What follows belongs to an exercise in optimizing a design on an open flow for small area, a short achievable clock period and few clock cycles; a production flow would make more cautious choices.
Power and IR drop assume default switching activity.

==> inputs of 05-07 <==
==> flow/design.v <==
module itmp_crc8_step (
    input  wire [7:0] crc_in,
    input  wire [7:0] data_in,
    output wire [7:0] crc_out
);
    wire [7:0] x = crc_in ^ data_in;
    assign crc_out[0] = x[2] ^ x[4] ^ x[5];
    assign crc_out[1] = x[0] ^ x[3] ^ x[5] ^ x[6];
    assign crc_out[2] = x[0] ^ x[1] ^ x[4] ^ x[6] ^ x[7];
    assign crc_out[3] = x[0] ^ x[1] ^ x[4] ^ x[7];
    assign crc_out[4] = x[0] ^ x[1] ^ x[4];
    assign crc_out[5] = x[1] ^ x[2] ^ x[5];
    assign crc_out[6] = x[0] ^ x[2] ^ x[3] ^ x[6];
    assign crc_out[7] = x[1] ^ x[3] ^ x[4] ^ x[7];
endmodule
module itmp_encoder (
    input  wire       clk,
    input  wire       rst,
    input  wire       s_valid,
    output wire       s_ready,
    input  wire [7:0] s_data,
    input  wire       s_last,
    output reg        tx_valid,
    input  wire       tx_ready,
    output reg  [7:0] tx_data
);
    localparam [7:0] FLAG = 8'h7E;
    localparam [7:0] ESC  = 8'h7D;
    localparam [1:0] E_OPEN  = 2'd0;    
    localparam [1:0] E_BYTE  = 2'd1;    
    localparam [1:0] E_CRC   = 2'd2;    
    localparam [1:0] E_CLOSE = 2'd3;    
    reg        a_v, b_v;
    reg  [7:0] a_d, b_d;
    reg        a_l, b_l;
    reg        a_x, b_x;      
    reg  [1:0] state;
    reg  [7:0] crc;
    reg        esc_sent;      
    reg        s_rdy;
    assign s_ready = s_rdy;
    wire       s_take = s_valid && s_rdy;
    wire       s_x    = (s_data[7:2] == 6'b011111) && (s_data[1] ^ s_data[0]);
    wire       adv    = !tx_valid || tx_ready;    
    wire       crc_x  = (crc == FLAG) || (crc == ESC);
    wire [7:0] crc_next;
    itmp_crc8_step u_crc (.crc_in(crc), .data_in(a_d), .crc_out(crc_next));
    wire       pop    = adv && (state == E_BYTE) && a_v && !(a_x && !esc_sent);
    always @(posedge clk) begin
        if (rst) begin
            a_v   <= 1'b0;
            b_v   <= 1'b0;
            s_rdy <= 1'b1;
        end else begin
            if (!a_v || pop) begin
                if (b_v) begin
                    a_v   <= 1'b1;
                    b_v   <= 1'b0;
                    s_rdy <= 1'b1;
                end else begin
                    a_v   <= s_take;
                end
            end else if (s_take) begin
                b_v   <= 1'b1;
                s_rdy <= 1'b0;
            end
        end
    end
    always @(posedge clk) begin
        if (!a_v || pop) begin
            if (b_v) begin
                a_d <= b_d; a_l <= b_l; a_x <= b_x;
            end else begin
                a_d <= s_data; a_l <= s_last; a_x <= s_x;
            end
        end
        if (s_rdy) begin
            b_d <= s_data; b_l <= s_last; b_x <= s_x;
        end
    end
    always @(posedge clk) begin
        if (rst) begin
            state    <= E_OPEN;
            esc_sent <= 1'b0;
            tx_valid <= 1'b0;
            tx_data  <= FLAG;    
            crc      <= 8'hFF;
        end else if (adv) begin
            case (state)
                E_OPEN: begin
                    tx_valid <= a_v || s_valid;
                    tx_data  <= FLAG;
                    crc      <= 8'hFF;
                    esc_sent <= 1'b0;
                    if (a_v || s_valid)
                        state <= E_BYTE;
                end
                E_BYTE: begin
                    tx_valid <= a_v;
                    if (a_x && !esc_sent) begin
                        tx_data <= ESC;
                        if (a_v)
                            esc_sent <= 1'b1;
                    end else begin
                        tx_data <= {a_d[7:6], a_d[5] ^ esc_sent, a_d[4:0]};
                        if (a_v) begin
                            esc_sent <= 1'b0;
                            crc      <= crc_next;
                            if (a_l)
                                state <= E_CRC;
                        end
                    end
                end
                E_CRC: begin
                    tx_valid <= 1'b1;
                    if (crc_x && !esc_sent) begin
                        tx_data  <= ESC;
                        esc_sent <= 1'b1;
                    end else begin
                        tx_data  <= {crc[7:6], crc[5] ^ esc_sent, crc[4:0]};
                        esc_sent <= 1'b0;
                        state    <= E_CLOSE;
                    end
                end
                E_CLOSE: begin
                    tx_valid <= 1'b1;
                    tx_data  <= FLAG;
                    state    <= E_OPEN;
                end
            endcase
        end
    end
endmodule
module itmp_decoder #(
    parameter RXBUF_MAX = 64,
    parameter QD        = 4         
) (
    input  wire       clk,
    input  wire       rst,
    input  wire       rx_valid,
    output reg        rx_ready,
    input  wire [7:0] rx_data,
    output reg        f_valid,
    input  wire       f_ready,
    output reg  [7:0] f_data,
    output reg        f_first,
    output reg        f_last
);
    localparam       AW = $clog2(RXBUF_MAX);        
    localparam       PW = AW + 1;                   
    reg  [7:0]    ring [0:RXBUF_MAX-1];
    reg           r1_v;
    reg  [7:0]    r1_d;
    reg           r1_fl;         
    reg           r1_es;         
    reg           esc;
    reg  [7:0]    crc;
    reg  [PW-1:0] k;             
    reg           ovf;
    reg  [PW-1:0] wptr;          
    reg  [PW-1:0] fstart;        
    reg  [QD-1:0] qv;
    reg  [AW-1:0] ql [0:QD-1];
    reg  [PW-1:0] rptr;          
    reg           first_pend;    
    reg  [AW-1:0] left;          
    wire          proc     = r1_v && rx_ready;
    wire          eff_flag = !esc && r1_fl;
    wire          eff_esc  = !esc && r1_es;
    wire          is_data  = !eff_flag && !eff_esc;
    wire          room     = (k != RXBUF_MAX - 3);
    wire [7:0]    ubyte    = {r1_d[7:6], r1_d[5] ^ esc, r1_d[4:0]};
    wire          store    = proc && is_data && room;
    wire          good     = !k[PW-1] && (crc == 8'h00) && !ovf;
    wire          fin      = proc && eff_flag;
    wire          push     = fin && good;
    wire [7:0]    crc_step;
    itmp_crc8_step u_crc (.crc_in(crc), .data_in(ubyte), .crc_out(crc_step));
    wire          load     = qv[0] && (!f_valid || f_ready);
    wire          rd_last  = !first_pend && (left == 0);
    wire          pop      = load && rd_last;
    wire [PW-1:0] occ      = wptr - rptr;
    wire          take     = rx_valid && rx_ready;
    wire          in_fl    = (rx_data == 8'h7E);
    wire          in_es    = (rx_data == 8'h7D);
    wire          esc_n    = proc ? eff_esc : esc;
    wire          r1_v_n   = take || (r1_v && !rx_ready);
    wire          fl_n     = take ? in_fl : r1_fl;
    wire          es_n     = take ? in_es : r1_es;
    wire          eflag_n  = !esc_n && fl_n;
    wire          data_n   = esc_n || (!fl_n && !es_n);
    wire          q_full_n = qv[QD-1] || (qv[QD-2] && push);
    wire          ring_full_n = qv[0] && (occ[PW-1] || (&occ[AW-1:0]));
    wire          stall_n  = r1_v_n && (eflag_n ? q_full_n : (data_n && ring_full_n));
    reg  [QD-1:0] qv_p;
    reg  [AW-1:0] ql_p [0:QD-1];
    reg  [QD-1:0] qv_n;
    integer i;
    always @(*) begin
        for (i = 0; i < QD; i = i + 1) begin
            qv_p[i] = pop ? ((i + 1 < QD) ? qv[(i + 1) % QD] : 1'b0) : qv[i];
            ql_p[i] = pop ? ql[(i + 1) % QD] : ql[i];
        end
        for (i = 0; i < QD; i = i + 1)
            qv_n[i] = qv_p[i] || (push && (i == 0 || qv_p[(i + QD - 1) % QD]));
    end
    always @(posedge clk) begin
        if (store)
            ring[wptr[AW-1:0]] <= ubyte;
        for (i = 0; i < QD; i = i + 1)
            if (pop || (push && !qv_p[i]))
                ql[i] <= qv_p[i] ? ql_p[i] : k[AW-1:0];
        if (take) begin
            r1_d  <= rx_data;
            r1_fl <= in_fl;
            r1_es <= in_es;
        end
        if (load)
            left    <= first_pend ? ql[0] : left - 1'b1;
        if (rst) begin
            f_data  <= 8'h00;
            f_first <= 1'b0;
            f_last  <= 1'b0;
        end else if (load) begin
            f_data  <= ring[rptr[AW-1:0]];
            f_first <= first_pend;
            f_last  <= rd_last;
        end
    end
    always @(posedge clk) begin
        if (rst) begin
            rx_ready   <= 1'b1;
            r1_v       <= 1'b0;
            esc        <= 1'b0;
            crc        <= 8'hFF;
            k          <= {PW{1'b1}} - 2'd2;
            ovf        <= 1'b0;
            wptr       <= {PW{1'b0}};
            fstart     <= {PW{1'b0}};
            qv         <= {QD{1'b0}};
            rptr       <= {PW{1'b0}};
            first_pend <= 1'b1;
            f_valid    <= 1'b0;
        end else begin
            rx_ready <= !stall_n;
            r1_v     <= r1_v_n;
            esc      <= esc_n;
            qv       <= qv_n;
            if (fin) begin
                crc <= 8'hFF;
                ovf <= 1'b0;
                k   <= {PW{1'b1}} - 2'd2;
                if (good) begin
                    wptr   <= wptr - 1'b1;
                    fstart <= wptr - 1'b1;
                end else begin
                    wptr   <= fstart;
                end
            end else if (store) begin
                crc  <= crc_step;
                k    <= k + 1'b1;
                wptr <= wptr + 1'b1;
            end else if (proc && is_data) begin
                ovf  <= 1'b1;
            end
            if (load) begin
                f_valid    <= 1'b1;
                rptr       <= rptr + 1'b1;
                first_pend <= rd_last;
            end else if (f_ready) begin
                f_valid    <= 1'b0;
            end
        end
    end
endmodule
module itmp_codec (
    input  wire       clk,
    input  wire       rst,
    input  wire       s_valid,
    output wire       s_ready,
    input  wire [7:0] s_data,
    input  wire       s_last,
    output wire       tx_valid,
    input  wire       tx_ready,
    output wire [7:0] tx_data,
    input  wire       rx_valid,
    output wire       rx_ready,
    input  wire [7:0] rx_data,
    output wire       f_valid,
    input  wire       f_ready,
    output wire [7:0] f_data,
    output wire       f_first,
    output wire       f_last
);
    itmp_encoder u_enc (
        .clk(clk), .rst(rst),
        .s_valid(s_valid), .s_ready(s_ready), .s_data(s_data), .s_last(s_last),
        .tx_valid(tx_valid), .tx_ready(tx_ready), .tx_data(tx_data)
    );
    itmp_decoder #(.RXBUF_MAX(64)) u_dec (
        .clk(clk), .rst(rst),
        .rx_valid(rx_valid), .rx_ready(rx_ready), .rx_data(rx_data),
        .f_valid(f_valid), .f_ready(f_ready), .f_data(f_data),
        .f_first(f_first), .f_last(f_last)
    );
endmodule
==> flow/run.sh <==
#!/bin/bash
# synth_recipe.tcl (not shown) runs the flow's synth.tcl, then flattens the netlist and writes it again
# the make line also repeats each setting of config.mk as NAME=value (left out here)
make -C /OpenROAD-flow-scripts/flow DESIGN_CONFIG=/design/flow/config.mk WORK_HOME=/design/flow/orfs CLKGATE_MAP_FILE= SYNTH_SCRIPT=/design/flow/synth_recipe.tcl finish
==> flow/config.mk <==
export PLATFORM = sky130hd
export DESIGN_NAME = itmp_codec
export DESIGN_NICKNAME = itmp_codec
export VERILOG_FILES = /design/flow/design.v
export SDC_FILE = /design/flow/constraint.sdc
export NUM_CORES = 4
export LEC_CHECK = 0
export ABC_AREA = 1
export CAP_MARGIN = 20
export CORE_MARGIN = 2
export CORE_UTILIZATION = 40
export SETUP_SLACK_MARGIN = 3.7
export SLEW_MARGIN = 20
==> flow/constraint.sdc <==
create_clock -name core_clock -period 6.0 [get_ports {clk}]
set_input_delay 1.2000 -clock core_clock [delete_from_list [all_inputs] [get_ports {clk}]]
set_output_delay 1.2000 -clock core_clock [all_outputs]
set_load 0.01 [all_outputs]
==> inputs of 02-28, as changes to 05-07 <==
- ABC_AREA: 1 -> unset
- CTS_CLUSTER_DIAMETER: unset -> 60
- CTS_CLUSTER_SIZE: unset -> 30
==> inputs of 01-12, as changes to 05-07 <==
- ABC_AREA: 1 -> unset
- CORE_UTILIZATION: 40 -> 50
- SETUP_SLACK_MARGIN: 3.7 -> 3.9
==> notes <==
- 05-07 passed the timing, design-rule and antenna checks. 01-12 ran to the end with no violations. 02-28 finished clean.
- Sequential share of layout area: 05-07 < 01-12 < 02-28.
- Total power: 05-07 is larger than 01-12 (0.80%).
- The highest combinational power belongs to 05-07, the lowest to 02-28.
- Of 05-07 and 02-28, 05-07 has the higher synthesized cell count (gap about 90%, measured against 02-28).
- In 02-28 the first-iteration DRC count is lower than in 05-07, by 28%.
- Between 02-28 and 05-07, the lower sequential power is in 02-28 (gap about 0.8%, measured against 05-07).
==> figures <==
quantity                                                                     05-07             02-28             01-12
Multiplexer share of the synthesized area                                        0            0.1344            0.1344
Placed cell areas                                                        29950 µm²         27960 µm²         27900 µm²
Count of distinct cell types in the synthesized netlist                         42                70                70
Launch point of the worst hold path                                u_dec.fstart[1]  u_enc.tx_data[0]  u_enc.tx_data[0]
Non-clock inverters                                                            332                24                24
Switching power as a share of total power                                   0.2451            0.2548            0.2254
Status                                                              finished clean    finished clean    finished clean
Clock-cell share of area                                                   0.06815           0.05126           0.06896
Met1 track demand over resource in global routing                           0.2759            0.2666            0.3490
Leakage                                                                   13.23 nW          9.939 nW          10.66 nW
Least-Margin Pin Slew                                                      1065 ps          994.6 ps          822.4 ps
Fraction of final layout cells with drive strength greater than 1           0.1222            0.3278            0.3598
Die Outline Area                                                         73780 µm²         68490 µm²         54990 µm²
Function was not checked in any run of this note: the RTL went through the layout flow alone.

## what the ideal ports hide
No port has a modelled driver above. Below, the same layouts with a new extraction and two added sets of constraints. Step 1 assumes that a clkbuf_16 drives the clock port and a buf_2 every other input. Step 2 times the ports against the registers' clock, not the clock port: input delays grow and output delays shrink by t, the midpoint of the rising clock arrivals with the driver on. Three values: ideal ports, drivers, drivers and shift; two values: the first two.
run	shift t [ns]	setup WS [ns]	worst setup path at the end	worst data-port slew with drivers (ns)
05-07	0.686	3.654 / 3.588 / 3.067	input to register	0.05
02-28	0.673	3.655 / 3.595 / 3.128	input to register	0.04
01-12	0.658	3.677 / 3.616 / 3.145	input to register	0.04
After both steps setup and hold are still met in every run listed. The setup slack of 05-07, which loses most, moves by -0.066 ns with the drivers and by -0.587 ns with both steps.
